This is an optimization exercise on Yosys and OpenROAD, whose aim is small area, not a production implementation.
The RTL was checked by simulation tests, not by an equivalence proof against the original design.
Power and IR drop assume default switching activity.

===== flow/design.v =====
module fr_tone_rom (
    input  wire [6:0]  note,
    output reg  [10:0] freq
);
    always @(*) begin
        case (note)
            7'd0: freq = 11'd44;
            7'd1: freq = 11'd157;
            7'd2: freq = 11'd263;
            7'd3: freq = 11'd363;
            7'd4: freq = 11'd457;
            7'd5: freq = 11'd547;
            7'd6: freq = 11'd631;
            7'd7: freq = 11'd711;
            7'd8: freq = 11'd786;
            7'd9: freq = 11'd856;
            7'd10: freq = 11'd923;
            7'd11: freq = 11'd986;
            7'd12: freq = 11'd1046;
            7'd13: freq = 11'd1102;
            7'd14: freq = 11'd1155;
            7'd15: freq = 11'd1205;
            7'd16: freq = 11'd1253;
            7'd17: freq = 11'd1297;
            7'd18: freq = 11'd1339;
            7'd19: freq = 11'd1379;
            7'd20: freq = 11'd1417;
            7'd21: freq = 11'd1452;
            7'd22: freq = 11'd1486;
            7'd23: freq = 11'd1517;
            7'd24: freq = 11'd1547;
            7'd25: freq = 11'd1575;
            7'd26: freq = 11'd1602;
            7'd27: freq = 11'd1627;
            7'd28: freq = 11'd1650;
            7'd29: freq = 11'd1673;
            7'd30: freq = 11'd1694;
            7'd31: freq = 11'd1714;
            7'd32: freq = 11'd1732;
            7'd33: freq = 11'd1750;
            7'd34: freq = 11'd1767;
            7'd35: freq = 11'd1783;
            7'd36: freq = 11'd1798;
            7'd37: freq = 11'd1812;
            7'd38: freq = 11'd1825;
            7'd39: freq = 11'd1837;
            7'd40: freq = 11'd1849;
            7'd41: freq = 11'd1860;
            7'd42: freq = 11'd1871;
            7'd43: freq = 11'd1881;
            7'd44: freq = 11'd1890;
            7'd45: freq = 11'd1899;
            7'd46: freq = 11'd1907;
            7'd47: freq = 11'd1915;
            7'd48: freq = 11'd1923;
            7'd49: freq = 11'd1930;
            7'd50: freq = 11'd1936;
            7'd51: freq = 11'd1943;
            7'd52: freq = 11'd1949;
            7'd53: freq = 11'd1954;
            7'd54: freq = 11'd1959;
            7'd55: freq = 11'd1964;
            7'd56: freq = 11'd1969;
            7'd57: freq = 11'd1974;
            7'd58: freq = 11'd1978;
            7'd59: freq = 11'd1982;
            7'd60: freq = 11'd1985;
            7'd61: freq = 11'd1989;
            7'd62: freq = 11'd1992;
            7'd63: freq = 11'd1995;
            7'd64: freq = 11'd1998;
            7'd65: freq = 11'd2001;
            7'd66: freq = 11'd2004;
            7'd67: freq = 11'd2006;
            7'd68: freq = 11'd2009;
            7'd69: freq = 11'd2011;
            7'd70: freq = 11'd2013;
            7'd71: freq = 11'd2015;
            default: freq = 11'd0;
        endcase
    end
endmodule
module fr_noise_rom (
    input  wire [6:0] note,
    output reg  [7:0] ctrl
);
    always @(*) begin
        case (note)
            7'd0: ctrl = 8'hD7;
            7'd1: ctrl = 8'hD6;
            7'd2: ctrl = 8'hD5;
            7'd3: ctrl = 8'hD4;
            7'd4: ctrl = 8'hC7;
            7'd5: ctrl = 8'hC6;
            7'd6: ctrl = 8'hC5;
            7'd7: ctrl = 8'hC4;
            7'd8: ctrl = 8'hB7;
            7'd9: ctrl = 8'hB6;
            7'd10: ctrl = 8'hB5;
            7'd11: ctrl = 8'hB4;
            7'd12: ctrl = 8'hA7;
            7'd13: ctrl = 8'hA6;
            7'd14: ctrl = 8'hA5;
            7'd15: ctrl = 8'hA4;
            7'd16: ctrl = 8'h97;
            7'd17: ctrl = 8'h96;
            7'd18: ctrl = 8'h95;
            7'd19: ctrl = 8'h94;
            7'd20: ctrl = 8'h87;
            7'd21: ctrl = 8'h86;
            7'd22: ctrl = 8'h85;
            7'd23: ctrl = 8'h84;
            7'd24: ctrl = 8'h77;
            7'd25: ctrl = 8'h76;
            7'd26: ctrl = 8'h75;
            7'd27: ctrl = 8'h74;
            7'd28: ctrl = 8'h67;
            7'd29: ctrl = 8'h66;
            7'd30: ctrl = 8'h65;
            7'd31: ctrl = 8'h64;
            7'd32: ctrl = 8'h57;
            7'd33: ctrl = 8'h56;
            7'd34: ctrl = 8'h55;
            7'd35: ctrl = 8'h54;
            7'd36: ctrl = 8'h47;
            7'd37: ctrl = 8'h46;
            7'd38: ctrl = 8'h45;
            7'd39: ctrl = 8'h44;
            7'd40: ctrl = 8'h37;
            7'd41: ctrl = 8'h36;
            7'd42: ctrl = 8'h35;
            7'd43: ctrl = 8'h34;
            7'd44: ctrl = 8'h27;
            7'd45: ctrl = 8'h26;
            7'd46: ctrl = 8'h25;
            7'd47: ctrl = 8'h24;
            7'd48: ctrl = 8'h17;
            7'd49: ctrl = 8'h16;
            7'd50: ctrl = 8'h15;
            7'd51: ctrl = 8'h14;
            7'd52: ctrl = 8'h07;
            7'd53: ctrl = 8'h06;
            7'd54: ctrl = 8'h05;
            7'd55: ctrl = 8'h04;
            7'd56: ctrl = 8'h03;
            7'd57: ctrl = 8'h02;
            7'd58: ctrl = 8'h01;
            7'd59: ctrl = 8'h00;
            7'd60: ctrl = 8'h00;
            7'd61: ctrl = 8'h00;
            7'd62: ctrl = 8'h00;
            7'd63: ctrl = 8'h00;
            7'd64: ctrl = 8'h00;
            7'd65: ctrl = 8'h00;
            7'd66: ctrl = 8'h00;
            7'd67: ctrl = 8'h00;
            7'd68: ctrl = 8'h00;
            7'd69: ctrl = 8'h00;
            7'd70: ctrl = 8'h00;
            7'd71: ctrl = 8'h00;
            default: ctrl = 8'h00;
        endcase
    end
endmodule
module fr_channel #(
    parameter NOISE = 0
) (
    input  wire        clk,
    input  wire        rst,
    input  wire        sel,
    input  wire [11:0] we,
    input  wire [6:0]  b_note,
    input  wire [10:0] b_cur,
    input  wire [1:0]  b_mode,
    input  wire [7:0]  b_speed,
    input  wire [7:0]  b_tune,
    input  wire [3:0]  b_ax,
    input  wire [3:0]  b_ay,
    input  wire [1:0]  b_aph,
    input  wire [3:0]  b_vsp,
    input  wire [3:0]  b_vex,
    input  wire [7:0]  b_vdl,
    input  wire [7:0]  b_vcnt,
    input  wire [3:0]  b_vtm,
    input  wire [1:0]  b_vph,
    input  wire [11:0] b_ip,
    output reg  [6:0]  note,
    output wire [10:0] cur,
    output wire [1:0]  mode,
    output wire [7:0]  speed,
    output wire [7:0]  tune,
    output reg  [3:0]  ax,
    output reg  [3:0]  ay,
    output reg  [1:0]  aph,
    output wire [3:0]  vsp,
    output wire [3:0]  vex,
    output wire [7:0]  vdl,
    output wire [7:0]  vcnt,
    output wire [3:0]  vtm,
    output wire [1:0]  vph,
    output wire [11:0] ip
);
    wire [11:0] en = {12{rst}} | ({12{sel}} & we);
    always @(posedge clk) begin
        if (en[0]) note <= b_note;
        if (en[4]) begin ax <= b_ax; ay <= b_ay; end
        if (en[5]) aph <= b_aph;
    end
    generate
        if (NOISE) begin : g_noise
            assign cur = 11'd0; assign mode = 2'd0;
            assign speed = 8'd0; assign tune = 8'd0; assign vsp = 4'd0;
            assign vex = 4'd0;   assign vdl = 8'd0;  assign vcnt = 8'd0;
            assign vtm = 4'd0;   assign vph = 2'd0;  assign ip = 12'd0;
        end else begin : g_tone
            reg  [10:0] cur_r;
            reg  [1:0]  mode_r;
            reg  [7:0]  speed_r;
            reg  [7:0]  tune_r;
            reg  [3:0]  vsp_r;
            reg  [3:0]  vex_r;
            reg  [7:0]  vdl_r;
            reg  [7:0]  vcnt_r;
            reg  [3:0]  vtm_r;
            reg  [1:0]  vph_r;
            reg  [11:0] ip_r;
            always @(posedge clk) begin
                if (en[1])  cur_r <= b_cur;
                if (en[2])  begin mode_r <= b_mode; speed_r <= b_speed; end
                if (en[3])  tune_r <= b_tune;
                if (en[6])  begin vsp_r <= b_vsp; vex_r <= b_vex; end
                if (en[7])  vdl_r <= b_vdl;
                if (en[8])  vcnt_r <= b_vcnt;
                if (en[9])  vtm_r <= b_vtm;
                if (en[10]) vph_r <= b_vph;
                if (en[11]) ip_r <= b_ip;
            end
            assign {cur, mode, speed, tune, vsp, vex, vdl, vcnt, vtm, vph, ip} = {cur_r, mode_r, speed_r, tune_r, vsp_r, vex_r, vdl_r, vcnt_r, vtm_r, vph_r, ip_r};
        end
    endgenerate
endmodule
module fr_add #(
    parameter W = 8
) (
    input  wire [W-1:0] a,
    input  wire [W-1:0] b,
    input  wire         ci,
    output wire [W-1:0] s,
    output wire         co
);
    wire [W:0] c;
    assign c[0] = ci;
    genvar i;
    generate
        for (i = 0; i < W; i = i + 1) begin : g_bit
            assign s[i]   = a[i] ^ b[i] ^ c[i];
            assign c[i+1] = (a[i] & b[i]) | (a[i] & c[i]) | (b[i] & c[i]);
        end
    endgenerate
    assign co = c[W];
endmodule
module fr_carry #(
    parameter W = 8
) (
    input  wire [W-1:0] a,
    input  wire [W-1:0] b,
    input  wire         ci,
    output wire         co
);
    wire [W:0] c;
    assign c[0] = ci;
    genvar i;
    generate
        for (i = 0; i < W; i = i + 1) begin : g_bit
            assign c[i+1] = (a[i] & b[i]) | (a[i] & c[i]) | (b[i] & c[i]);
        end
    endgenerate
    assign co = c[W];
endmodule
module fr_rsum (
    input  wire [7:0] d,
    input  wire [4:0] f,
    input  wire g,
    input  wire [10:0] c,
    input  wire [10:0] b,
    input  wire [11:0] e,
    output wire [13:0] rs,
    output wire [13:0] rc
);
    wire t1 = 1'b1 ^ d[0] ^ f[0];
    wire t2 = (1'b1 & d[0]) | (1'b1 & f[0]) | (d[0] & f[0]);
    wire t3 = g ^ c[0] ^ t1;
    wire t4 = (g & c[0]) | (g & t1) | (c[0] & t1);
    wire t5 = d[1] ^ f[1] ^ c[1];
    wire t6 = (d[1] & f[1]) | (d[1] & c[1]) | (f[1] & c[1]);
    wire t7 = t2 ^ t4 ^ t5;
    wire t8 = (t2 & t4) | (t2 & t5) | (t4 & t5);
    wire t9 = d[2] ^ f[2] ^ c[2];
    wire t10 = (d[2] & f[2]) | (d[2] & c[2]) | (f[2] & c[2]);
    wire t11 = t6 ^ t9 ^ t8;
    wire t12 = (t6 & t9) | (t6 & t8) | (t9 & t8);
    wire t13 = d[3] ^ f[3] ^ c[3];
    wire t14 = (d[3] & f[3]) | (d[3] & c[3]) | (f[3] & c[3]);
    wire t15 = t10 ^ t13 ^ t12;
    wire t16 = (t10 & t13) | (t10 & t12) | (t13 & t12);
    wire t17 = 1'b1 ^ d[4] ^ f[4];
    wire t18 = (1'b1 & d[4]) | (1'b1 & f[4]) | (d[4] & f[4]);
    wire t19 = c[4] ^ t17 ^ t14;
    wire t20 = (c[4] & t17) | (c[4] & t14) | (t17 & t14);
    wire t21 = 1'b1 ^ d[5] ^ c[5];
    wire t22 = (1'b1 & d[5]) | (1'b1 & c[5]) | (d[5] & c[5]);
    wire t23 = t18 ^ t21 ^ t20;
    wire t24 = (t18 & t21) | (t18 & t20) | (t21 & t20);
    wire t25 = 1'b1 ^ d[6] ^ c[6];
    wire t26 = (1'b1 & d[6]) | (1'b1 & c[6]) | (d[6] & c[6]);
    wire t27 = t22 ^ t25 ^ t24;
    wire t28 = (t22 & t25) | (t22 & t24) | (t25 & t24);
    wire t29 = d[7] ^ c[7] ^ t26;
    wire t30 = (d[7] & c[7]) | (d[7] & t26) | (c[7] & t26);
    wire t31 = 1'b1 ^ c[8] ^ t30;
    wire t32 = (1'b1 & c[8]) | (1'b1 & t30) | (c[8] & t30);
    wire t33 = 1'b1 ^ c[9] ^ t32;
    wire t34 = (1'b1 & c[9]) | (1'b1 & t32) | (c[9] & t32);
    wire t35 = 1'b1 ^ c[10] ^ t34;
    wire t36 = (1'b1 & c[10]) | (1'b1 & t34) | (c[10] & t34);
    wire t37 = t19 ^ b[4] ^ t16;
    wire t38 = (t19 & b[4]) | (t19 & t16) | (b[4] & t16);
    wire t39 = t23 ^ b[5];
    wire t40 = t23 & b[5];
    wire t41 = b[6] ^ t27;
    wire t42 = b[6] & t27;
    wire t43 = t29 ^ b[7] ^ t28;
    wire t44 = (t29 & b[7]) | (t29 & t28) | (b[7] & t28);
    wire t45 = t31 ^ b[8];
    wire t46 = t31 & b[8];
    wire t47 = b[9] ^ t33;
    wire t48 = b[9] & t33;
    wire t49 = b[10] ^ t35;
    wire t50 = b[10] & t35;
    wire t51 = 1'b1 ^ t36;
    wire t52 = 1'b1 & t36;
    wire t53 = t3 ^ b[0] ^ e[0];
    wire t54 = (t3 & b[0]) | (t3 & e[0]) | (b[0] & e[0]);
    wire t55 = t7 ^ b[1] ^ e[1];
    wire t56 = (t7 & b[1]) | (t7 & e[1]) | (b[1] & e[1]);
    wire t57 = t11 ^ b[2] ^ e[2];
    wire t58 = (t11 & b[2]) | (t11 & e[2]) | (b[2] & e[2]);
    wire t59 = b[3] ^ t15 ^ e[3];
    wire t60 = (b[3] & t15) | (b[3] & e[3]) | (t15 & e[3]);
    wire t61 = e[4] ^ t37;
    wire t62 = e[4] & t37;
    wire t63 = t39 ^ e[5] ^ t38;
    wire t64 = (t39 & e[5]) | (t39 & t38) | (e[5] & t38);
    wire t65 = t40 ^ e[6] ^ t41;
    wire t66 = (t40 & e[6]) | (t40 & t41) | (e[6] & t41);
    wire t67 = e[7] ^ t42 ^ t43;
    wire t68 = (e[7] & t42) | (e[7] & t43) | (t42 & t43);
    wire t69 = t45 ^ e[8] ^ t44;
    wire t70 = (t45 & e[8]) | (t45 & t44) | (e[8] & t44);
    wire t71 = t46 ^ e[9] ^ t47;
    wire t72 = (t46 & e[9]) | (t46 & t47) | (e[9] & t47);
    wire t73 = e[10] ^ t48 ^ t49;
    wire t74 = (e[10] & t48) | (e[10] & t49) | (t48 & t49);
    wire t75 = e[11] ^ t50 ^ t51;
    wire t76 = (e[11] & t50) | (e[11] & t51) | (t50 & t51);
    assign rs = {1'b1, t76, t74, t72, t70, t68, t66, t64, t62, t60, t58, t56, t54, t53};
    assign rc = {1'b0, t52, t75, t73, t71, t69, t67, t65, t63, t61, t59, t57, t55, 1'b0};
endmodule
module fr_osum (
    input  wire [13:0] r,
    input  wire [13:0] q,
    input  wire [10:0] a,
    output wire [13:0] s
);
    wire t1 = r[0] ^ q[0] ^ a[0];
    wire t2 = (r[0] & q[0]) | (r[0] & a[0]) | (q[0] & a[0]);
    wire t3 = r[1] ^ q[1] ^ a[1];
    wire t4 = (r[1] & q[1]) | (r[1] & a[1]) | (q[1] & a[1]);
    wire t5 = r[2] ^ q[2] ^ a[2];
    wire t6 = (r[2] & q[2]) | (r[2] & a[2]) | (q[2] & a[2]);
    wire t7 = r[3] ^ q[3] ^ a[3];
    wire t8 = (r[3] & q[3]) | (r[3] & a[3]) | (q[3] & a[3]);
    wire t9 = r[4] ^ q[4] ^ a[4];
    wire t10 = (r[4] & q[4]) | (r[4] & a[4]) | (q[4] & a[4]);
    wire t11 = r[5] ^ q[5] ^ a[5];
    wire t12 = (r[5] & q[5]) | (r[5] & a[5]) | (q[5] & a[5]);
    wire t13 = r[6] ^ q[6] ^ a[6];
    wire t14 = (r[6] & q[6]) | (r[6] & a[6]) | (q[6] & a[6]);
    wire t15 = r[7] ^ q[7] ^ a[7];
    wire t16 = (r[7] & q[7]) | (r[7] & a[7]) | (q[7] & a[7]);
    wire t17 = r[8] ^ q[8] ^ a[8];
    wire t18 = (r[8] & q[8]) | (r[8] & a[8]) | (q[8] & a[8]);
    wire t19 = r[9] ^ q[9] ^ a[9];
    wire t20 = (r[9] & q[9]) | (r[9] & a[9]) | (q[9] & a[9]);
    wire t21 = r[10] ^ q[10] ^ a[10];
    wire t22 = (r[10] & q[10]) | (r[10] & a[10]) | (q[10] & a[10]);
    wire t23 = r[11] ^ q[11] ^ t22;
    wire t24 = (r[11] & q[11]) | (r[11] & t22) | (q[11] & t22);
    wire t25 = r[12] ^ q[12] ^ t24;
    wire t26 = (r[12] & q[12]) | (r[12] & t24) | (q[12] & t24);
    wire t27 = r[13] ^ q[13] ^ t26;
    wire t28 = (r[13] & q[13]) | (r[13] & t26) | (q[13] & t26);
    wire t29 = t2 ^ t3;
    wire t30 = t2 & t3;
    wire t31 = t4 ^ t5 ^ t30;
    wire t32 = (t4 & t5) | (t4 & t30) | (t5 & t30);
    wire t33 = t6 ^ t7 ^ t32;
    wire t34 = (t6 & t7) | (t6 & t32) | (t7 & t32);
    wire t35 = t8 ^ t9 ^ t34;
    wire t36 = (t8 & t9) | (t8 & t34) | (t9 & t34);
    wire t37 = t10 ^ t11 ^ t36;
    wire t38 = (t10 & t11) | (t10 & t36) | (t11 & t36);
    wire t39 = t12 ^ t13 ^ t38;
    wire t40 = (t12 & t13) | (t12 & t38) | (t13 & t38);
    wire t41 = t14 ^ t15 ^ t40;
    wire t42 = (t14 & t15) | (t14 & t40) | (t15 & t40);
    wire t43 = t16 ^ t17 ^ t42;
    wire t44 = (t16 & t17) | (t16 & t42) | (t17 & t42);
    wire t45 = t18 ^ t19 ^ t44;
    wire t46 = (t18 & t19) | (t18 & t44) | (t19 & t44);
    wire t47 = t20 ^ t21 ^ t46;
    wire t48 = (t20 & t21) | (t20 & t46) | (t21 & t46);
    wire t49 = t23 ^ t48;
    wire t50 = t23 & t48;
    wire t51 = t25 ^ t50;
    wire t52 = t25 & t50;
    wire t53 = t27 ^ t52;
    wire t54 = t27 & t52;
    assign s = {t53, t51, t49, t47, t45, t43, t41, t39, t37, t35, t33, t31, t29, t1};
endmodule
module freqres4 (
    input  wire        clk,
    input  wire        rst,
    input  wire [2:0]  cmd_op,
    input  wire [1:0]  cmd_ch,
    input  wire [7:0]  cmd_arg0,
    input  wire [7:0]  cmd_arg1,
    input  wire [1:0]  cmd_flags,
    output reg         out_valid,
    output reg  [1:0]  out_ch,
    output wire [10:0] out_freq
);
    localparam OP_NOTE   = 3'd1;
    localparam OP_EFFECT = 3'd2;
    localparam OP_USEINS = 3'd3;
    localparam OP_STEP   = 3'd4;
    localparam MODE_NONE  = 2'd0;
    localparam MODE_UP    = 2'd1;   
    localparam MODE_DOWN  = 2'd2;   
    localparam MODE_PORTA = 2'd3;   
    wire is_note = (cmd_op == OP_NOTE);
    wire is_eff  = (cmd_op == OP_EFFECT);
    wire is_ins  = (cmd_op == OP_USEINS);
    wire is_step = (cmd_op == OP_STEP);
    wire e08   = is_eff && (cmd_arg1 == 8'h08);
    wire e_sl  = is_eff && (cmd_arg1 == 8'h09 || cmd_arg1 == 8'h0A || cmd_arg1 == 8'h0B);
    wire e0C   = is_eff && (cmd_arg1 == 8'h0C);
    wire e0D   = is_eff && (cmd_arg1 == 8'h0D);
    wire e0E   = is_eff && (cmd_arg1 == 8'h0E);
    wire [11:0] we;
    wire [6:0]  b_note;
    wire [10:0] b_cur;
    wire [1:0]  b_mode;
    wire [7:0]  b_speed, b_tune;
    wire [3:0]  b_ax, b_ay;
    wire [1:0]  b_aph;
    wire [3:0]  b_vsp, b_vex;
    wire [7:0]  b_vdl, b_vcnt;
    wire [3:0]  b_vtm;
    wire [1:0]  b_vph;
    wire [11:0] b_ip;
    wire [6:0]  q_note [0:3];
    wire [10:0] q_cur  [0:3];
    wire [1:0]  q_mode [0:3];
    wire [7:0]  q_speed[0:3];
    wire [7:0]  q_tune [0:3];
    wire [3:0]  q_ax   [0:3];
    wire [3:0]  q_ay   [0:3];
    wire [1:0]  q_aph  [0:3];
    wire [3:0]  q_vsp  [0:3];
    wire [3:0]  q_vex  [0:3];
    wire [7:0]  q_vdl  [0:3];
    wire [7:0]  q_vcnt [0:3];
    wire [3:0]  q_vtm  [0:3];
    wire [1:0]  q_vph  [0:3];
    wire [11:0] q_ip   [0:3];
    genvar c;
    generate
        for (c = 0; c < 4; c = c + 1) begin : g_ch
            fr_channel #(.NOISE(c == 3 ? 1 : 0)) u_ch (
                .clk(clk), .rst(rst), .sel(cmd_ch == c), .we(we),
                .b_note(b_note), .b_cur(b_cur), .b_mode(b_mode),
                .b_speed(b_speed), .b_tune(b_tune), .b_ax(b_ax), .b_ay(b_ay),
                .b_aph(b_aph), .b_vsp(b_vsp), .b_vex(b_vex), .b_vdl(b_vdl),
                .b_vcnt(b_vcnt), .b_vtm(b_vtm), .b_vph(b_vph), .b_ip(b_ip),
                .note(q_note[c]), .cur(q_cur[c]), .mode(q_mode[c]),
                .speed(q_speed[c]), .tune(q_tune[c]), .ax(q_ax[c]), .ay(q_ay[c]),
                .aph(q_aph[c]), .vsp(q_vsp[c]), .vex(q_vex[c]), .vdl(q_vdl[c]),
                .vcnt(q_vcnt[c]), .vtm(q_vtm[c]), .vph(q_vph[c]), .ip(q_ip[c])
            );
        end
    endgenerate
    wire [3:0] chs = {cmd_ch == 2'd3, cmd_ch == 2'd2, cmd_ch == 2'd1, cmd_ch == 2'd0};
    function [11:0] rd4;
        input [3:0]  s;
        input [11:0] v0, v1, v2, v3;
        rd4 = ({12{s[0]}} & v0) | ({12{s[1]}} & v1) | ({12{s[2]}} & v2) | ({12{s[3]}} & v3);
    endfunction
    function [11:0] rd3;
        input [3:0]  s;
        input [11:0] v0, v1, v2;
        rd3 = ({12{s[0]}} & v0) | ({12{s[1]}} & v1) | ({12{s[2]}} & v2);
    endfunction
    wire [6:0]  r_nreg  = rd4(chs, q_note[0], q_note[1], q_note[2], q_note[3]);
    wire        no_note = r_nreg[6] && r_nreg[5];
    wire [6:0]  r_note  = {r_nreg[6] && !r_nreg[5], r_nreg[5] && !r_nreg[6], r_nreg[4:0]};
    wire [3:0]  r_ax    = rd4(chs, q_ax[0], q_ax[1], q_ax[2], q_ax[3]);
    wire [3:0]  r_ay    = rd4(chs, q_ay[0], q_ay[1], q_ay[2], q_ay[3]);
    wire [1:0]  r_aph   = rd4(chs, q_aph[0], q_aph[1], q_aph[2], q_aph[3]);
    wire [10:0] r_cur   = rd3(chs, q_cur[0], q_cur[1], q_cur[2]);
    wire [1:0]  r_mode  = rd3(chs, q_mode[0], q_mode[1], q_mode[2]);
    wire [7:0]  r_speed = rd3(chs, q_speed[0], q_speed[1], q_speed[2]);
    wire [7:0]  r_tune  = rd3(chs, q_tune[0], q_tune[1], q_tune[2]);
    wire [3:0]  r_vsp   = rd3(chs, q_vsp[0], q_vsp[1], q_vsp[2]);
    wire [3:0]  r_vex   = rd3(chs, q_vex[0], q_vex[1], q_vex[2]);
    wire [7:0]  r_vdl   = rd3(chs, q_vdl[0], q_vdl[1], q_vdl[2]);
    wire [7:0]  r_vcnt  = rd3(chs, q_vcnt[0], q_vcnt[1], q_vcnt[2]);
    wire [3:0]  r_vtm   = rd3(chs, q_vtm[0], q_vtm[1], q_vtm[2]);
    wire [1:0]  r_vph   = rd3(chs, q_vph[0], q_vph[1], q_vph[2]);
    wire [11:0] r_ip    = rd3(chs, q_ip[0], q_ip[1], q_ip[2]);
    wire [6:0]  n2;
    wire [10:0] tone_a, tone_b;
    wire [7:0]  noise_b;
    fr_tone_rom  u_rom_a (.note(is_note ? cmd_arg0[6:0] : r_note), .freq(tone_a));
    fr_tone_rom  u_rom_b (.note(n2), .freq(tone_b));
    fr_noise_rom u_rom_n (.note(n2), .ctrl(noise_b));
    wire [10:0] target = {11{!no_note}} & tone_a;
    wire [11:0] p_sum;
    wire        p_co;
    fr_add #(12) u_padd (.a(r_ip), .b({{4{cmd_arg1[7]}}, cmd_arg1}), .ci(1'b0), .s(p_sum), .co(p_co));
    wire        p_ovf = (r_ip[11] == cmd_arg1[7]) && (p_sum[11] != r_ip[11]);
    wire [11:0] ip_new = !cmd_flags[1] ? r_ip :
                         p_ovf ? {r_ip[11], {11{!r_ip[11]}}} : p_sum;
    wire m_po = (r_mode == MODE_PORTA);
    wire gt;   
    fr_carry #(11) u_gt (.a(target), .b(~r_cur), .ci(1'b0), .co(gt));
    wire dir_up = (r_mode == MODE_UP) || (m_po && gt);
    wire nd = !dir_up;
    wire [10:0] g_s;
    wire        g_co;
    fr_add #(11) u_gadd (.a(r_cur), .b({{3{nd}}, r_speed ^ {8{nd}}}), .ci(nd), .s(g_s), .co(g_co));
    wire g_ovf = g_co ^ nd;     
    wire g_c;                   
    fr_carry #(11) u_reach (.a(g_s), .b(~target), .ci(dir_up), .co(g_c));
    wire g_reach = g_ovf || (g_c ^ nd);
    wire g_clamp = m_po ? g_reach : g_ovf;
    wire [10:0] g_bound = m_po ? target : {11{dir_up}};
    wire [10:0] cur_new = g_clamp ? g_bound : g_s;
    wire       arp_on = (r_ax != 4'd0) || (r_ay != 4'd0);
    wire [3:0] eff_off = ({4{r_aph == 2'd1}} & r_ax) | ({4{r_aph == 2'd2}} & r_ay);
    wire [1:0] aph_next = {r_aph[0], !(r_aph[1] || r_aph[0])};
    wire [7:0] inst_arp = cmd_flags[0] ? cmd_arg0 : 8'd0;
    wire [6:0] ne;
    wire       ne_co;
    fr_add #(7) u_nadd (.a(r_note), .b({3'b000, eff_off}), .ci(1'b0), .s(ne), .co(ne_co));
    wire [7:0] ns;
    wire       ns_co;
    fr_add #(8) u_nadd2 (.a({1'b0, ne}), .b({!inst_arp[7], inst_arp[6:0]}), .ci(1'b0), .s(ns), .co(ns_co));
    wire n_neg = !ns_co && !ns[7];                                    
    wire n_big = ns_co || (ns[7] && ns[6] && (ns[5] || ns[4] || ns[3]));  
    assign n2 = n_neg ? 7'd0 : n_big ? 7'd71 : ns[6:0];
    wire vib_on  = (r_vsp != 4'd0) && (r_vex != 4'd0);
    wire vcnt0   = (r_vcnt == 8'd0);
    wire vib_act = vib_on && vcnt0;
    wire v_pos = vib_act && (r_vph == 2'd1);
    wire v_neg = vib_act && (r_vph == 2'd3);
    wire [4:0] vib_f = {!v_neg, ({4{v_pos}} & r_vex) | ({4{v_neg}} & ~r_vex)};
    wire [3:0] vtm_inc;
    wire       vtm_co;
    fr_add #(4) u_vtm (.a(r_vtm), .b(4'd0), .ci(1'b1), .s(vtm_inc), .co(vtm_co));
    wire vwrap = (vtm_inc == r_vsp);
    wire [7:0] vcnt_dec;
    wire       vcnt_co;
    fr_add #(8) u_vcnt (.a(r_vcnt), .b(8'hFF), .ci(1'b0), .s(vcnt_dec), .co(vcnt_co));
    wire [13:0] rs_s, rs_c;
    fr_rsum u_rsum (.b(tone_b), .c(~tone_a), .d(r_tune),
                    .e({!ip_new[11], ip_new[10:0]}), .f(vib_f), .g(v_neg), .rs(rs_s), .rc(rs_c));
    wire porta_hold = m_po && cmd_flags[0];
    assign we[0]  = is_note;
    assign we[1]  = is_step || (is_note && !porta_hold);
    assign we[2]  = e_sl;
    assign we[3]  = e0E;
    assign we[4]  = e08;
    assign we[5]  = is_note || e08 || (is_step && arp_on);
    assign we[6]  = e0C;
    assign we[7]  = e0D;
    assign we[8]  = is_note || (is_step && vib_on && !vcnt0);
    assign we[9]  = is_note || e0C || (is_step && vib_act);
    assign we[10] = is_note || e0C || (is_step && vib_act && vwrap);
    assign we[11] = is_ins || (is_step && cmd_flags[1]);
    wire [7:0] a0 = {8{!rst}} & cmd_arg0;
    assign b_note  = {{2{rst}} | cmd_arg0[6:5], a0[4:0]};   
    assign b_cur   = {11{!rst}} & (is_note ? tone_a : cur_new);
    assign b_mode  = {2{!rst && cmd_arg0 != 8'd0}} & cmd_arg1[1:0];
    assign b_speed = a0;
    assign b_tune  = {rst || cmd_arg0[7], a0[6:0]};   
    assign b_ax    = a0[7:4];
    assign b_ay    = a0[3:0];
    assign b_aph   = {2{!rst && is_step}} & aph_next;
    assign b_vsp   = a0[7:4];
    assign b_vex   = a0[3:0];
    assign b_vdl   = a0;
    assign b_vcnt  = {8{!rst}} & (is_note ? r_vdl : vcnt_dec);
    assign b_vtm   = {4{!rst && is_step && !vwrap}} & vtm_inc;
    assign b_vph   = {2{!rst && is_step}} & (r_vph + 2'd1);
    assign b_ip    = {12{!rst && is_step}} & ip_new;
    reg [13:0] ro_s, ro_c;
    always @(posedge clk) begin
        out_valid <= !rst && is_step;
        out_ch    <= cmd_ch;
        ro_s      <= chs[3] ? {6'd0, noise_b} : rs_s;
        ro_c      <= {14{!chs[3]}} & rs_c;
    end
    wire [3:0] ochs = {out_ch == 2'd3, out_ch == 2'd2, out_ch == 2'd1, out_ch == 2'd0};
    wire [10:0] o_cur = rd3(ochs, q_cur[0], q_cur[1], q_cur[2]);
    wire [13:0] f_sum;
    fr_osum u_osum (.r(ro_s), .q(ro_c), .a(o_cur), .s(f_sum));
    assign out_freq = f_sum[13] ? 11'd0 :
                      (f_sum[12] || f_sum[11]) ? 11'd2047 : f_sum[10:0];
endmodule

===== flow/flow/run.sh =====
#!/bin/bash
# The standard layout (standard.sh), with the synthesis script replaced by
# flow/area_synth.tcl (the same synthesis, but ABC maps for area) and CTS
# without dummy loads.
set -euo pipefail
W=$PWD
export CTS_ARGS="-sink_clustering_enable -repair_clock_nets -dont_use_dummy_load -buf_list sky130_fd_sc_hd__clkbuf_8 -sink_clustering_size 18 -sink_clustering_max_diameter 80"
export BUFFER_PORTS_ARGS="-buffer_cell sky130_fd_sc_hd__buf_2"
sed "s#SYNTH_SCRIPT=[^ ]*#SYNTH_SCRIPT=$W/flow/area_synth.tcl#" standard.sh > area_standard.sh
grep -q "SYNTH_SCRIPT=$W/flow/area_synth.tcl" area_standard.sh
bash area_standard.sh > layout.log 2>&1

===== flow/flow/abc_area.script =====
strash; dc2; dch -f; amap; topo; stime -c; buffer -c; upsize -c; dnsize -c

===== flow/flow/area_synth.tcl =====
# The standard synthesis (synth_recipe.tcl in the work folder), except that
# ABC maps the combinational logic with an area-oriented script and only full
# adders are extracted as adder cells. Flip-flops are
# mapped before ABC runs, so the registers are the standard synthesis's.
set area_flow_dir [file dirname [file normalize [info script]]]
set ::area_abc_script [file join $area_flow_dir abc_area.script]
proc abc {args} {
  set i [lsearch -exact $args -script]
  if { $i >= 0 } {
    lset args [expr { $i + 1 }] $::area_abc_script
  }
  yosys abc {*}$args
}
proc extract_fa {args} {
  yosys extract_fa -fa {*}$args
}
source [file join [file dirname $area_flow_dir] synth_recipe.tcl]

===== flow/standard.sh =====
#!/bin/bash
# synth_recipe.tcl (not shown) runs the flow's synth.tcl, then flattens the netlist and writes it again
# the make line also repeats each setting of config.mk as NAME=value (left out here)
make -C /OpenROAD-flow-scripts/flow DESIGN_CONFIG=/design/flow/config.mk WORK_HOME=/design/flow/orfs CLKGATE_MAP_FILE= SYNTH_SCRIPT=/design/flow/synth_recipe.tcl "${@:-finish}"

===== flow/config.mk =====
export PLATFORM = sky130hd
export DESIGN_NAME = freqres4
export DESIGN_NICKNAME = freqres4
export VERILOG_FILES = /design/flow/design.v
export SDC_FILE = /design/flow/constraint.sdc
export NUM_CORES = 4
export LEC_CHECK = 0
export ABC_AREA = 1
export CAP_MARGIN = 20
export CORE_MARGIN = 2
export CORE_UTILIZATION = 60
export SLEW_MARGIN = 20

===== flow/constraint.sdc =====
create_clock -name core_clock -period 15.0 [get_ports {clk}]
set_input_delay 3.0000 -clock core_clock [delete_from_list [all_inputs] [get_ports {clk}]]
set_output_delay 3.0000 -clock core_clock [all_outputs]
set_load 0.01 [all_outputs]

==> flow_metrics.tcl, run 1 <==
set metrics [dict create \
    status "complete, no violations" \
    critPathArrivalTime_ps 13760 \
    combPwrFrac 0.463 \
    yosys_warnings 5 \
    peak_fanout_along_the_critical_path 25 \
    insertion_delay_ps 570 \
    post_cts_setup_buffers 0 \
    finalWorstPathRequiredPeriod_ps 13460 \
    remaining_drc_errors 0 \
    tritoncts "yes" \
    hold_path_end "g_ch[2].u_ch.aph[0]$_DFFE_PP_" \
    setup-tns-final_ps 0 \
    grt_max_degree 59 \
    timing.fmax_mhz 74.30 \
    via_count 12220 \
    ys_seq_elements 310 \
    synth.yosys.seq_area_share 0.5514 \
    synthesis.area_sq_um 16360 \
    grt_pass1_vias 11710 \
    worstSetupStartpointType "primary input" \
    tritoncts_num_sinks 310 \
    launch_point_of_the_worst_path "cmd_ch[0]" \
    chipHeight_um 169.1 \
    power.clock.fraction 0.137 \
    slowest_delay_ps 920 \
    finalWirelength_mm 43.43 \
    finalCoreUtilization 0.6480 \
    synth.largest_area_cell "edfxtp_1" \
    timing.clock.skew_ps 85.06 \
    critical_path_required_ps 15300 \
    drt-initial-drc-count 1816 \
    ys_dominant_reg_cell "edfxtp_1" \
    ys_top_cells_by_area "edfxtp_1 52%, fa_1 9.2%, a222oi_1 5.4%, nor2_1 4.5%, inv_1 3.8%" \
    post_synth_inst_count 1479 \
    slew_violations 0 \
    postCtsHoldBufs 0 \
    part_of_the_power_in_registers 0.400 \
    irDropWorstVdd_uv 116.3 \
    track_usage 0.3071 \
    synth_async_sr_flop_share 0 \
    number_of_antenna_violations_at_the_first_check_in_global_routing 0 \
    cell_internal_pwr_w 0.001661 \
    worst_setup_path_end_kind "flop" \
    maxCapViolCount 0 \
    placement_rows 60 \
    synth_top_area_frac 0.5159 \
    tightest_slew_ps 1023 \
    final_area_sq_um 17420 \
    vias_per_cell 6.569 \
    top_level_ports 39 \
    layout-area-overhead-vs-synth_pct 6.487 \
    worstSetupPathType "in2reg" \
    powerDensity_nw_per_um2 156.9 \
    die-area_sq_um 28600 \
    ys_types 67 \
    grt_first_pass_wirelength_mm 67.38 \
    fin_total_pwr_w 0.002733 \
    rsz0062_at_grt "no" \
    power.leakage_nw 6.603 \
    worst_setup_hold_path_clk_slew_ps 110 \
    crit-reg2reg-launch "g_ch[0].u_ch.note[2]$_DFFE_PP_" \
    min-delay-path-class "reg2reg" \
    switching_share 0.3921 \
    ctsHtreeMaxLevel 1 \
    maxSlewHeadroom 0.3168 \
    antennaDiodeCount 0 \
    maximum_number_of_buffers_from_clock_root_to_sink 3 \
    min_path_cells 3 \
    portBuffers 38 \
    detail_route.wl_per_cell_um 23.35 \
    min_from "g_ch[1].u_ch.aph[0]$_DFFE_PP_" \
    drive_above_1_share 0.1126 \
    gpl.final_weighted_congestion 0.9274 \
    clock-root-buffer "clkbuf_8" \
    core_area_sq_um 26880 \
    cts_buffers 22 \
    final_hold_viol_count 0 \
    finalSetupViolations 0 \
    detailed_place_hpwl_mm 31.09 \
    syn-num-nets 1579 \
    syn_avg_cell_area_sq_um 11.06 \
    crit_slowest_cell "o32ai_1" \
    critPathMostFrequentCell "fa_1" \
    postPlaceCellArea_sq_um 17100 \
    postRouteAntennaNets 0 \
    drt_pass1_iterations 7 \
    fin_crit_sh 0.8973 \
    rr_worst_depth 51 \
    synth_enable_flop_cells 281 \
    fp.dieW_um 169.1 \
    num-nets-final 1621 \
    effective_utilization_at_floorplan 0.6086 \
    globalRoute.totalOverflow 0 \
    p_switching_w 0.001071 \
    r2r_slack_ps 4560 \
    cts_repair_resize_count 0 \
    regToRegEndpoint "g_ch[2].u_ch.g_tone.cur_r[3]$_DFFE_PP_" \
]
[through the flow]
step / hold slack, ps / std cells / worst slack, ps
floorplan: 655.9 / 1479 / 3124
global placement: 701.9 / 1837 / 1254
detailed placement: 717.7 / 1837 / 1211
CTS: 728.2 / 1859 / 1770
global route: 785.7 / 1860 / 817.5
finish: 735.7 / 1860 / 1540
[critical path: cells and delay by family]
kind,cells,cell delay (ps)
AOI/OAI and AO/OA,15,3240
adders and majority gates,10,3460
and+or+nand+nor,16,2500
buffers and inverters,10,1550
[flip-flops by register name, summed over array words and instances, names as in the netlist]
name	count
g_ch.u_ch.g_tone.vtm_r	12
g_ch.u_ch.g_tone.vcnt_r	24
g_ch.u_ch.g_tone.vsp_r	12
g_ch.u_ch.g_tone.cur_r	33
out_valid	1
g_ch.u_ch.g_tone.vdl_r	24
g_ch.u_ch.g_tone.ip_r	36
g_ch.u_ch.note	28
ro_c	12
g_ch.u_ch.aph	8
out_ch	2
g_ch.u_ch.ax	16
g_ch.u_ch.g_tone.vex_r	12
g_ch.u_ch.ay	16
g_ch.u_ch.g_tone.mode_r	6
g_ch.u_ch.g_tone.speed_r	24
g_ch.u_ch.g_tone.vph_r	6
g_ch.u_ch.g_tone.tune_r	24
ro_s	14
[cells in the mapped netlist, types with 8 or more instances]
library cell  count
a21boi_0          8
a21oi_1          40
a221oi_1         13
a222oi_1         89
a22oi_1          12
a31oi_1          31
buf_1            10
clkbuf_1         57
dfxtp_1          29
edfxtp_1        281
fa_1             75
inv_1           164
inv_2            17
nand2_1         102
nand3_1          17
nor2_1          196
nor2_2            9
nor2b_1          14
nor3_1           32
o21a_1           28
o21ai_0         108
o21bai_1         10
o22ai_1          16
or2_1             9
or2_2            19
or3_1            10
[per-layer routing]
layer,global-route usage,wire (um),vias to the layer above
li1,-,-,5491
met1,0.4561,17980,5932
met2,0.4802,19850,695
met3,0.03601,4097,101
met4,0.09848,1498,0
met5,0,0,-
[cell type report]
class,count,area [sq um]
fillers,2142,9459
flip-flops and latches,310,9019
multi-input cells,911,6376
inverters,186,711.9
repair buffers,90,580.6
well taps,341,426.7
clock buffers,22,302.8
[worst max path at each step]
stage | endpoint | slack, ps | cells after the start
6_report | g_ch[2].u_ch.g_tone.cur_r[3]$_DFFE_PP_ | 1540 | 51
5_1_grt | g_ch[0].u_ch.g_tone.cur_r[3]$_DFFE_PP_ | 820 | 51
4_1_cts | g_ch[0].u_ch.g_tone.cur_r[3]$_DFFE_PP_ | 1770 | 51
3_5_place_dp | g_ch[1].u_ch.g_tone.cur_r[3]$_DFFE_PP_ | 1210 | 51
3_3_place_gp | g_ch[0].u_ch.g_tone.cur_r[9]$_DFFE_PP_ | 1250 | 56
2_1_floorplan | ro_c[7]$_DFF_P_ | 3120 | 36
[power groups by stage]
| stage | clock (W) | sequential (W) | combinational (W) |
|---|---|---|---|
| global placement | 0 | 0.00111 | 0.00124 |
| global route | 0.000414 | 0.00110 | 0.00141 |
| floorplan | 0 | 0.00110 | 0.000871 |
| finish | 0.000374 | 0.00109 | 0.00126 |
| detailed placement | 0 | 0.00111 | 0.00125 |
| CTS | 0.000382 | 0.00109 | 0.00126 |
[cells by family (layout without fill, tap and decap cells)]
kind of cell	Yosys count	after routing	share of synthesized area
and+or+nand+nor	428	428	0.1153
DFF	310	310	0.5514
buffers and inverters	258	298	0.06082
adders and majority gates	75	75	0.09180
AOI/OAI and AO/OA	408	408	0.1807
[cell usage in the layout (no fill, tap or decap), types with 5 or more instances in the layout]
cell        n
inv_2      17
clkbuf_8   22
a222oi_1   89
or3_1      10
a22oi_1    12
a221oi_1   13
o21bai_1   10
or2_1       9
fa_1       75
nand2_1   102
o21a_1     28
nor2b_1    14
buf_2      38
buf_4      52
o21ai_0   103
o22ai_1    16
a21oi_1    40
nand3_1    17
o32ai_1     7
nor2_1    193
nor2_2      8
o21ai_1    10
a31oi_1    31
nor2_4      5
a21boi_0    8
or2_2      19
o221ai_1    5
inv_1     164
nor3_1     32
edfxtp_1  281
dfxtp_1    29
==> run 2, diff against run 1 <==
--- a/flow/design.v
+++ b/flow/design.v
@@ -618,13 +618,13 @@
     always @(posedge clk) begin
         out_valid <= !rst && is_step;
         out_ch    <= cmd_ch;
-        ro_s      <= chs[3] ? {6'd0, noise_b} : rs_s;
-        ro_c      <= {14{!chs[3]}} & rs_c;
+        ro_s      <= ~(chs[3] ? {6'd0, noise_b} : rs_s);   
+        ro_c      <= ~({14{!chs[3]}} & rs_c);
     end
     wire [3:0] ochs = {out_ch == 2'd3, out_ch == 2'd2, out_ch == 2'd1, out_ch == 2'd0};
     wire [10:0] o_cur = rd3(ochs, q_cur[0], q_cur[1], q_cur[2]);
     wire [13:0] f_sum;
-    fr_osum u_osum (.r(ro_s), .q(ro_c), .a(o_cur), .s(f_sum));
+    fr_osum u_osum (.r(~ro_s), .q(~ro_c), .a(o_cur), .s(f_sum));
     assign out_freq = f_sum[13] ? 11'd0 :
                       (f_sum[12] || f_sum[11]) ? 11'd2047 : f_sum[10:0];
 endmodule
==> flow_metrics.tcl, run 2 <==
set metrics [dict create \
    status "complete, no violations" \
    synth.largest_area_cell "edfxtp_1" \
    grt_max_degree 59 \
    synth-compound-area-share 0.1855 \
    die-area_sq_um 28400 \
    setup-tns-final_ps 0 \
    detail_route.wl_per_cell_um 24.19 \
    drt_pass1_iterations 9 \
    slowest_delay_ps 670 \
    worst_setup_path_end_kind "flop" \
    final_cell_mix "281 x edfxtp_1, 183 x nor2_1, 131 x inv_1" \
    largestRegisters "g_ch.u_ch.g_tone.ip_r x36, g_ch.u_ch.g_tone.cur_r x33, g_ch.u_ch.note x28" \
    synth_async_sr_flop_share 0 \
    worst_setup_hold_path_clk_slew_ps 110 \
    postRouteAntennaNets 0 \
    synth_xor_xnor_area_share 0 \
    irDropWorstVdd_uv 98.18 \
    num-nets-final 1580 \
    most_common_library_cells_after_synthesis "281 x edfxtp_1, 183 x nor2_1, 131 x inv_1" \
    portBuffers 38 \
    slew_violations 0 \
    via_count 12160 \
    drt-initial-drc-count 1695 \
    power.leakage_nw 6.523 \
    synthMostInstantiatedCell "edfxtp_1" \
    ys_dominant_reg_cell "edfxtp_1" \
    synth_adder_area_share 0.09121 \
    critical_path_required_ps 15330 \
    timing.fmax_mhz 72.89 \
    post_synth_inst_count 1436 \
    layout_setup_ws_ps 1282 \
    postCtsHoldBufs 0 \
    syn_avg_cell_area_sq_um 11.31 \
    worstSetupPathType "in2reg" \
    worstSetupStartpointType "primary input" \
    grt_first_pass_wirelength_mm 67.75 \
    final_hold_viol_count 0 \
    clock-root-buffer "clkbuf_8" \
    vias_per_cell 6.682 \
    cts_buffers 22 \
    drive_above_1_share 0.1197 \
    gpl.final_weighted_congestion 0.9846 \
    chipHeight_um 168.5 \
    maximum_number_of_buffers_from_clock_root_to_sink 3 \
    tritoncts_num_sinks 310 \
    top_level_ports 39 \
    finalSetupViolations 0 \
    antennaDiodeCount 0 \
    powerDensity_nw_per_um2 158.9 \
    timing.clock.skew_ps 40.82 \
    peak_fanout_along_the_critical_path 26 \
    grt_pass1_vias 11620 \
    largest_family_of_logic_cells_by_synthesized_area "compound AO/OA/AOI/OAI gates" \
    synthesis.area_sq_um 16240 \
    critPathArrivalTime_ps 14050 \
    synth_enable_flop_cells 281 \
    place_worst_setup_slack_ps 910.4 \
    finalCoreUtilization 0.6462 \
    yosys-mux-area-fraction 0 \
    fp.dieW_um 168.5 \
    ys_types 68 \
    fin_crit_sh 0.9146 \
    crit_slowest_cell "nor2_4" \
    placement_rows 60 \
    synth.yosys.seq_area_share 0.5553 \
    track_usage 0.3128 \
    synth_top_area_frac 0.5195 \
    number_of_antenna_violations_at_the_first_check_in_global_routing 0 \
    insertion_delay_ps 570 \
    largest_register_ffs 36 \
    min-delay-path-class "reg2reg" \
    cts_repair_resize_count 0 \
    core_area_sq_um 26800 \
    tightest_slew_ps 1098 \
    finalWorstPathRequiredPeriod_ps 13720 \
    maxSlewHeadroom 0.2622 \
    layout-area-overhead-vs-synth_pct 6.633 \
    remaining_drc_errors 0 \
    regMostFlops "g_ch.u_ch.g_tone.ip_r" \
    ys_seq_elements 310 \
    maxCapViolCount 0 \
    finalWirelength_mm 44.03 \
    detailed_place_hpwl_mm 31.80 \
    effective_utilization_at_floorplan 0.6060 \
    rsz0062_at_grt "no" \
    post_cts_setup_buffers 0 \
    tritoncts "yes" \
    syn-num-nets 1535 \
    post_synthesis_simple_gate_area_fraction 0.1155 \
    yosys_warnings 5 \
    ys_top_cells_by_area "edfxtp_1 52%, fa_1 9.1%, a222oi_1 5.3%, nor2_1 4.2%, dfxtp_1 3.6%" \
    ctsHtreeMaxLevel 1 \
    layout.cells.most_common "edfxtp_1" \
    globalRoute.totalOverflow 0 \
]
==> run 2: cell count changes after synthesis, sizes merged, moves of 6 or more <==
cell and change:
a211oi +7, o22ai +6, or3 -6, inv -31, nor2 -12, nand2 -13
o21a -8
==> run 2: per-layer routing <==
| layer | routed length [um] | vias up | global-route usage |
|---|---|---|---|
| met2 | 20420 | 666 | 0.4938 |
| met1 | 18360 | 5947 | 0.4637 |
| met5 | 0 | - | 0 |
| met4 | 1789 | 0 | 0.1064 |
| li1 | - | 5439 | - |
| met3 | 3453 | 110 | 0.03016 |
==> run 2: power by group <==
group	total [W]	switching, W	leakage [nW]	internal [W]
logic	0.00127	0.000797	3.33	0.000472
registers	0.00111	0.0000429	3.04	0.00106
clock network	0.000377	0.000245	0.158	0.000132
total	0.00275	0.00108	6.52	0.00167
==> run 2: path summary, 6_finish.rpt <==
kind,startpoint,end,slack (ps),depth (start not counted)
setup / recovery,cmd_ch[1],g_ch[2].u_ch.g_tone.cur_r[9]$_DFFE_PP_,1280,52
setup reg to reg,g_ch[0].u_ch.note[1]$_DFFE_PP_,g_ch[2].u_ch.g_tone.cur_r[9]$_DFFE_PP_,4160,55
hold reg to reg,g_ch[0].u_ch.aph[1]$_DFFE_PP_,g_ch[3].u_ch.aph[0]$_DFFE_PP_,730,3
hold / removal,g_ch[0].u_ch.aph[1]$_DFFE_PP_,g_ch[3].u_ch.aph[0]$_DFFE_PP_,730,3
==> run 2: logic make-up (layout without fill, tap and decap cells) <==
family | after synthesis | count (layout)
AO/OA/AOI/OAI | 413 | 413
adder cells (fa/ha/maj) | 74 | 74
buffers and inverters | 226 | 269
flip-flops | 310 | 310
AND/OR/NAND/NOR | 413 | 413
==> run 2: per-stage QoR <==
step	cells	power, W	hold WS [ps]	cell area, sq um
2_1_floorplan	1436	0.001983	661.1	16240
3_3_place_gp	1796	0.002374	692.8	17000
3_5_place_dp	1798	0.002382	709.0	17020
4_1_cts	1820	0.002749	726.4	17320
5_1_grt	1820	0.002941	767.4	17320
6_report	1820	0.002753	732.4	17320
==> run 2: critical path: cells and delay by family <==
kind	cells	cell delay (ps)
adders and majority gates	10	3310
AOI/OAI and AO/OA	15	3250
and+or+nand+nor	20	3790
buffers and inverters	7	660
==> run 2: cell type report <==
cell class,instances,area [sq um]
clock buffer,22,302.8
inverter,153,574.3
tap,341,426.7
multi-input combinational,900,6385
sequential,310,9019
fill,2108,9482
timing repair buffer,94,611.8
==> run 3, diff against run 2 <==
--- a/flow/flow/run.sh
+++ b/flow/flow/run.sh
@@ -1,7 +1,13 @@
 #!/bin/bash
-# The standard layout (standard.sh), with the synthesis script replaced by
-# flow/area_synth.tcl (the same synthesis, but ABC maps for area) and CTS
-# without dummy loads.
+# The standard layout (standard.sh), with three changes:
+#  - synthesis runs flow/area_synth.tcl: the standard synthesis script, but
+#    ABC maps the logic for area (flow/abc_area.script) and only full adders
+#    are extracted as adder cells. Flip-flops are mapped before both steps, so
+#    the registers are the standard synthesis's.
+#  - clock tree: no dummy loads, clkbuf_8 buffers, at most 18 sinks per
+#    cluster.
+#  - ports are buffered with buf_2 cells.
+# Each ORFS step writes its log under orfs/logs/; make's output is layout.log.
 set -euo pipefail
 W=$PWD
 export CTS_ARGS="-sink_clustering_enable -repair_clock_nets -dont_use_dummy_load -buf_list sky130_fd_sc_hd__clkbuf_8 -sink_clustering_size 18 -sink_clustering_max_diameter 80"
==> flow_metrics.tcl, run 3 <==
set metrics [dict create \
    status "complete, no violations" \
    via_count 12160 \
    ys_types 68 \
    largestRegisters "g_ch.u_ch.g_tone.ip_r x36, g_ch.u_ch.g_tone.cur_r x33, g_ch.u_ch.note x28" \
    tritoncts "yes" \
    largest_register_ffs 36 \
    rsz0062_at_grt "no" \
    critical_path_required_ps 15330 \
    worst_setup_path_end_kind "flop" \
    synth_enable_flop_cells 281 \
    postRouteAntennaNets 0 \
    finalWorstPathRequiredPeriod_ps 13720 \
    top_level_ports 39 \
    final_hold_viol_count 0 \
    final_cell_mix "281 x edfxtp_1, 183 x nor2_1, 131 x inv_1" \
    ys_seq_elements 310 \
    ys_dominant_reg_cell "edfxtp_1" \
    num-nets-final 1580 \
    powerDensity_nw_per_um2 158.9 \
    drt_pass1_iterations 9 \
    synth.largest_area_cell "edfxtp_1" \
    detailed_place_hpwl_mm 31.80 \
    insertion_delay_ps 570 \
    track_usage 0.3128 \
    syn_avg_cell_area_sq_um 11.31 \
    min-delay-path-class "reg2reg" \
    syn-num-nets 1535 \
    critPathArrivalTime_ps 14050 \
    synth.yosys.seq_area_share 0.5553 \
    most_common_library_cells_after_synthesis "281 x edfxtp_1, 183 x nor2_1, 131 x inv_1" \
    post_synth_inst_count 1436 \
    power.leakage_nw 6.523 \
    slowest_delay_ps 670 \
    synthesis.area_sq_um 16240 \
    tritoncts_num_sinks 310 \
    drive_above_1_share 0.1197 \
    fin_crit_sh 0.9146 \
    p_switching_w 0.001085 \
    timing.fmax_mhz 72.89 \
    timing.clock.skew_ps 40.82 \
    slew_violations 0 \
    layout.cells.most_common "edfxtp_1" \
    cell_family_contributing_the_most_delay_on_the_critical_path "simple AND/OR/NAND/NOR gates" \
    globalRoute.totalOverflow 0 \
    layout-area-overhead-vs-synth_pct 6.633 \
    grt_pass1_vias 11620 \
    number_of_antenna_violations_at_the_first_check_in_global_routing 0 \
    clock-root-buffer "clkbuf_8" \
    switching_share 0.3940 \
    cell_internal_pwr_w 0.001668 \
    cts_repair_resize_count 0 \
    synthMostInstantiatedCell "edfxtp_1" \
    maximum_number_of_buffers_from_clock_root_to_sink 3 \
    antennaDiodeCount 0 \
    power.clock.fraction 0.137 \
    final_area_sq_um 17320 \
    placement_rows 60 \
    combPwrFrac 0.461 \
    drt-initial-drc-count 1695 \
    detail_route.wl_per_cell_um 24.19 \
    tightest_slew_ps 1098 \
    vias_per_cell 6.682 \
    effective_utilization_at_floorplan 0.6060 \
    peak_fanout_along_the_critical_path 26 \
    synth_async_sr_flop_share 0 \
    postPlaceCellArea_sq_um 17020 \
    irDropWorstVdd_uv 98.18 \
    finalSetupViolations 0 \
    critical_path_buf_inv_count 7 \
    fp.dieW_um 168.5 \
    crit_slowest_cell "nor2_4" \
    worstSetupPathType "in2reg" \
    worst_setup_hold_path_clk_slew_ps 110 \
    postCtsHoldBufs 0 \
    ctsHtreeMaxLevel 1 \
    remaining_drc_errors 0 \
    cts_buffers 22 \
    worstSetupStartpointType "primary input" \
    fill_cells 2108 \
    whs_ps 732.4 \
    die-area_sq_um 28400 \
    finalWirelength_mm 44.03 \
    grt_first_pass_wirelength_mm 67.75 \
    synth_top_area_frac 0.5195 \
    core_area_sq_um 26800 \
    post_cts_setup_buffers 0 \
    maxCapViolCount 0 \
    grt_max_degree 59 \
    part_of_the_power_in_registers 0.402 \
    maxSlewHeadroom 0.2622 \
    regMostFlops "g_ch.u_ch.g_tone.ip_r" \
    chipHeight_um 168.5 \
    gpl.final_weighted_congestion 0.9846 \
    portBuffers 38 \
    yosys_warnings 5 \
    setup-tns-final_ps 0 \
    ys_top_cells_by_area "edfxtp_1 52%, fa_1 9.1%, a222oi_1 5.3%, nor2_1 4.2%, dfxtp_1 3.6%" \
]
[run 3: cell counts after synthesis]
No cell type changed its count.
[run 3: area by class of cell]
type	instances	area, sq um	area share
Sequential cell	310	9019	0.5207
Inverter	153	574.3	0.03316
Multi-Input combinational cell	900	6385	0.3687
Clock buffer	22	302.8	0.01748
Timing Repair Buffer	94	611.8	0.03533
Tap cell	341	426.7	0.02464
[run 3: power by group through the flow]
stage | logic (W) | registers [W] | clock network (W)
2_1_floorplan | 0.000868 | 0.00111 | 0
3_3_place_gp | 0.00125 | 0.00112 | 0
3_5_place_dp | 0.00125 | 0.00113 | 0
4_1_cts | 0.00126 | 0.00111 | 0.000382
5_1_grt | 0.00142 | 0.00112 | 0.000407
6_report | 0.00127 | 0.00111 | 0.000377
[run 3: per-stage QoR]
step / std cells / worst slack [ps] / utilization / power (W)
global route: 1820 / 484.6 / 0.6462 / 0.002941
floorplan: 1436 / 3019 / - / 0.001983
finish: 1820 / 1282 / 0.6462 / 0.002753
detailed placement: 1798 / 910.4 / 0.6349 / 0.002382
CTS: 1820 / 1504 / 0.6462 / 0.002749
global placement: 1796 / 1158 / 0.6343 / 0.002374
[run 3: worst register-to-register path: cells and delay by family (launching register included)]
family	cells	cell delay, ps
AO/OA/AOI/OAI	17	3370
buffers and inverters	8	800
flip-flops	1	410
adder cells (fa/ha/maj)	10	3270
AND/OR/NAND/NOR	20	2780
[run 3: cells by family (layout without fill, tap and decap cells)]
family          Yosys count  in the layout  synth area share
simple gates            413            413            0.1155
fa+ha+maj                74             74           0.09121
buf+inv                 226            269           0.05254
compound gates          413            413            0.1855
flops                   310            310            0.5553
[run 3: layer usage]
layer | wire (um) | up-vias | global-route usage
met4 | 1789 | 0 | 0.1064
met2 | 20420 | 666 | 0.4938
met3 | 3453 | 110 | 0.03016
met5 | 0 | - | 0
li1 | - | 5439 | -
met1 | 18360 | 5947 | 0.4637
[run 3: worst paths after layout]
path                                                     start                                      to  slack (ps)  cells after the start
worst max register to register  g_ch[0].u_ch.note[1]$_DFFE_PP_  g_ch[2].u_ch.g_tone.cur_r[9]$_DFFE_PP_        4160                     55
worst min-delay path             g_ch[0].u_ch.aph[1]$_DFFE_PP_           g_ch[3].u_ch.aph[0]$_DFFE_PP_         730                      3
worst min register to register   g_ch[0].u_ch.aph[1]$_DFFE_PP_           g_ch[3].u_ch.aph[0]$_DFFE_PP_         730                      3
worst max-delay path                                 cmd_ch[1]  g_ch[2].u_ch.g_tone.cur_r[9]$_DFFE_PP_        1280                     52
==> run 4, diff against run 3 <==
--- a/flow/design.v
+++ b/flow/design.v
@@ -618,13 +618,13 @@
     always @(posedge clk) begin
         out_valid <= !rst && is_step;
         out_ch    <= cmd_ch;
-        ro_s      <= ~(chs[3] ? {6'd0, noise_b} : rs_s);   
-        ro_c      <= ~({14{!chs[3]}} & rs_c);
+        ro_s      <= chs[3] ? {6'd0, noise_b} : rs_s;
+        ro_c      <= {14{!chs[3]}} & rs_c;
     end
     wire [3:0] ochs = {out_ch == 2'd3, out_ch == 2'd2, out_ch == 2'd1, out_ch == 2'd0};
     wire [10:0] o_cur = rd3(ochs, q_cur[0], q_cur[1], q_cur[2]);
     wire [13:0] f_sum;
-    fr_osum u_osum (.r(~ro_s), .q(~ro_c), .a(o_cur), .s(f_sum));
+    fr_osum u_osum (.r(ro_s), .q(ro_c), .a(o_cur), .s(f_sum));
     assign out_freq = f_sum[13] ? 11'd0 :
                       (f_sum[12] || f_sum[11]) ? 11'd2047 : f_sum[10:0];
 endmodule
==> flow_metrics.tcl, run 4 <==
set metrics [dict create \
    largest_family_of_logic_cells_by_synthesized_area "compound AO/OA/AOI/OAI gates" \
    critical_path_buf_inv_count 10 \
    yosys-mux-area-fraction 0 \
    fin_crit_sh 0.8973 \
    track_usage 0.3071 \
    num-nets-final 1621 \
    gpl.final_weighted_congestion 0.9274 \
    post_synthesis_simple_gate_area_fraction 0.1153 \
    largest_register_ffs 36 \
    antennaDiodeCount 0 \
    layout.cells.most_common "edfxtp_1" \
    worst_setup_hold_path_clk_slew_ps 110 \
    synth_enable_flop_cells 281 \
    status "complete, no violations" \
    ys_seq_elements 310 \
    ctsHtreeMaxLevel 1 \
    crit_slowest_cell "o32ai_1" \
    ys_top_cells_by_area "edfxtp_1 52%, fa_1 9.2%, a222oi_1 5.4%, nor2_1 4.5%, inv_1 3.8%" \
    finalCoreUtilization 0.6480 \
    rsz0062_at_grt "no" \
    final_cell_mix "281 x edfxtp_1, 193 x nor2_1, 164 x inv_1" \
    remaining_drc_errors 0 \
    post_synth_inst_count 1479 \
    layout-area-overhead-vs-synth_pct 6.487 \
    most_common_library_cells_after_synthesis "281 x edfxtp_1, 196 x nor2_1, 164 x inv_1" \
    synth_xor_xnor_area_share 0 \
    final_hold_viol_count 0 \
    finalWorstPathRequiredPeriod_ps 13460 \
    insertion_delay_ps 570 \
    effective_utilization_at_floorplan 0.6086 \
    syn-num-nets 1579 \
    synth_async_sr_flop_share 0 \
    die-area_sq_um 28600 \
    synth.largest_area_cell "edfxtp_1" \
    detail_route.wl_per_cell_um 23.35 \
    core_area_sq_um 26880 \
    worstSetupStartpointType "primary input" \
    cell_family_contributing_the_most_delay_on_the_critical_path "adder cells" \
    power.leakage_nw 6.603 \
    synthesis.area_sq_um 16360 \
    post_cts_setup_buffers 0 \
    worst_setup_path_end_kind "flop" \
    worstSetupPathType "in2reg" \
    postPlaceCellArea_sq_um 17100 \
    grt_pass1_vias 11710 \
    chipHeight_um 169.1 \
    ys_dominant_reg_cell "edfxtp_1" \
    drt-initial-drc-count 1816 \
    cts_buffers 22 \
    via_count 12220 \
    yosys_warnings 5 \
    postCtsHoldBufs 0 \
    irDropWorstVdd_uv 116.3 \
    placement_rows 60 \
    min-delay-path-class "reg2reg" \
    critical_path_required_ps 15300 \
    final_area_sq_um 17420 \
    largestRegisters "g_ch.u_ch.g_tone.ip_r x36, g_ch.u_ch.g_tone.cur_r x33, g_ch.u_ch.note x28" \
    number_of_antenna_violations_at_the_first_check_in_global_routing 0 \
    top_level_ports 39 \
    drt_pass1_iterations 7 \
    ys_types 67 \
    critPathArrivalTime_ps 13760 \
    cts_repair_resize_count 0 \
    synth_top_area_frac 0.5159 \
    timing.clock.skew_ps 85.06 \
    maxCapViolCount 0 \
    regMostFlops "g_ch.u_ch.g_tone.ip_r" \
    critPathMostFrequentCell "fa_1" \
    detailed_place_hpwl_mm 31.09 \
    synthMostInstantiatedCell "edfxtp_1" \
    portBuffers 38 \
    grt_max_degree 59 \
    syn_avg_cell_area_sq_um 11.06 \
    tightest_slew_ps 1023 \
    peak_fanout_along_the_critical_path 25 \
    slew_violations 0 \
    synth.yosys.seq_area_share 0.5514 \
    timing.fmax_mhz 74.30 \
    drive_above_1_share 0.1126 \
    vias_per_cell 6.569 \
    synth-compound-area-share 0.1807 \
    tritoncts "yes" \
    globalRoute.totalOverflow 0 \
    powerDensity_nw_per_um2 156.9 \
    setup-tns-final_ps 0 \
    clock-root-buffer "clkbuf_8" \
    synth_adder_area_share 0.09180 \
    finalWirelength_mm 43.43 \
    slowest_delay_ps 920 \
    postRouteAntennaNets 0 \
    grt_first_pass_wirelength_mm 67.38 \
    fp.dieW_um 169.1 \
    maxSlewHeadroom 0.3168 \
    tritoncts_num_sinks 310 \
    maximum_number_of_buffers_from_clock_root_to_sink 3 \
    finalSetupViolations 0 \
]
==> run 4: worst min-delay path: stages (launching register included) <==
cell and delay [ps]:
edfxtp_1 340, nand2_1 50, nand2_1 100, nor3_1 90
==> run 4: path summary, 6_finish.rpt <==
path	start	endpoint	slack, ps	cells after the start
worst max-delay path	cmd_ch[0]	g_ch[2].u_ch.g_tone.cur_r[3]$_DFFE_PP_	1540	51
worst min-delay path	g_ch[1].u_ch.aph[0]$_DFFE_PP_	g_ch[2].u_ch.aph[0]$_DFFE_PP_	740	3
worst min register to register	g_ch[1].u_ch.aph[0]$_DFFE_PP_	g_ch[2].u_ch.aph[0]$_DFFE_PP_	740	3
worst max register to register	g_ch[0].u_ch.note[2]$_DFFE_PP_	g_ch[2].u_ch.g_tone.cur_r[3]$_DFFE_PP_	4560	51
==> run 4: power by group <==
group	leakage [nW]	switching, W	internal (W)
clock network	0.158	0.000242	0.000132
registers	3.04	0.0000312	0.00106
logic	3.41	0.000798	0.000466
total	6.60	0.00107	0.00166
==> run 4: per-layer routing <==
metal / wire (um) / track usage
met5: 0 / 0
met4: 1498 / 0.09848
met3: 4097 / 0.03601
met2: 19850 / 0.4802
met1: 17980 / 0.4561
==> run 4: cells by family after synthesis <==
logic type / count (synthesis)
compound gates: 408
flops: 310
simple gates: 428
buf+inv: 258
fa+ha+maj: 75
==> run 4: cell type report <==
type,count,area (sq um)
inverter,186,711.9
tap,341,426.7
timing repair buffer,90,580.6
multi-input combinational,911,6376
clock buffer,22,302.8
fill,2142,9459
sequential,310,9019
==> run 4: through the flow <==
| stage | std cells | setup slack [ps] | hold WS, ps | total power, W |
|---|---|---|---|---|
| 2_1_floorplan | 1479 | 3124 | 655.9 | 0.001976 |
| 6_report | 1860 | 1540 | 735.7 | 0.002733 |
| 3_3_place_gp | 1837 | 1254 | 701.9 | 0.002355 |
| 5_1_grt | 1860 | 817.5 | 785.7 | 0.002930 |
| 3_5_place_dp | 1837 | 1211 | 717.7 | 0.002364 |
| 4_1_cts | 1859 | 1770 | 728.2 | 0.002732 |

re-timing with driven ports:
The results above use ideal ports. As a check the final layouts listed here were re-extracted and re-timed, cells and wires unchanged.
Step 1 assumes that a clkbuf_16 drives the clock port and a buf_2 every other input.
Step 2 moves the port delays by t, midway between the first and last clock arrival at a register: inputs arrive t later, outputs are due t later. That takes back most of the time a late clock gives input paths.
Three values: no drivers, after step 1, after step 2; two values: the first two.
run	t (ns)	setup WS [ns]	worst setup path at the end
run 1	0.561	1.540 / 1.562 / 1.000	input to register
run 2	0.591	1.282 / 1.302 / 0.710	input to register
run 3	0.591	1.282 / 1.302 / 0.710	input to register
run 4	0.561	1.540 / 1.562 / 1.000	input to register
After both steps every run listed still meets setup and hold.
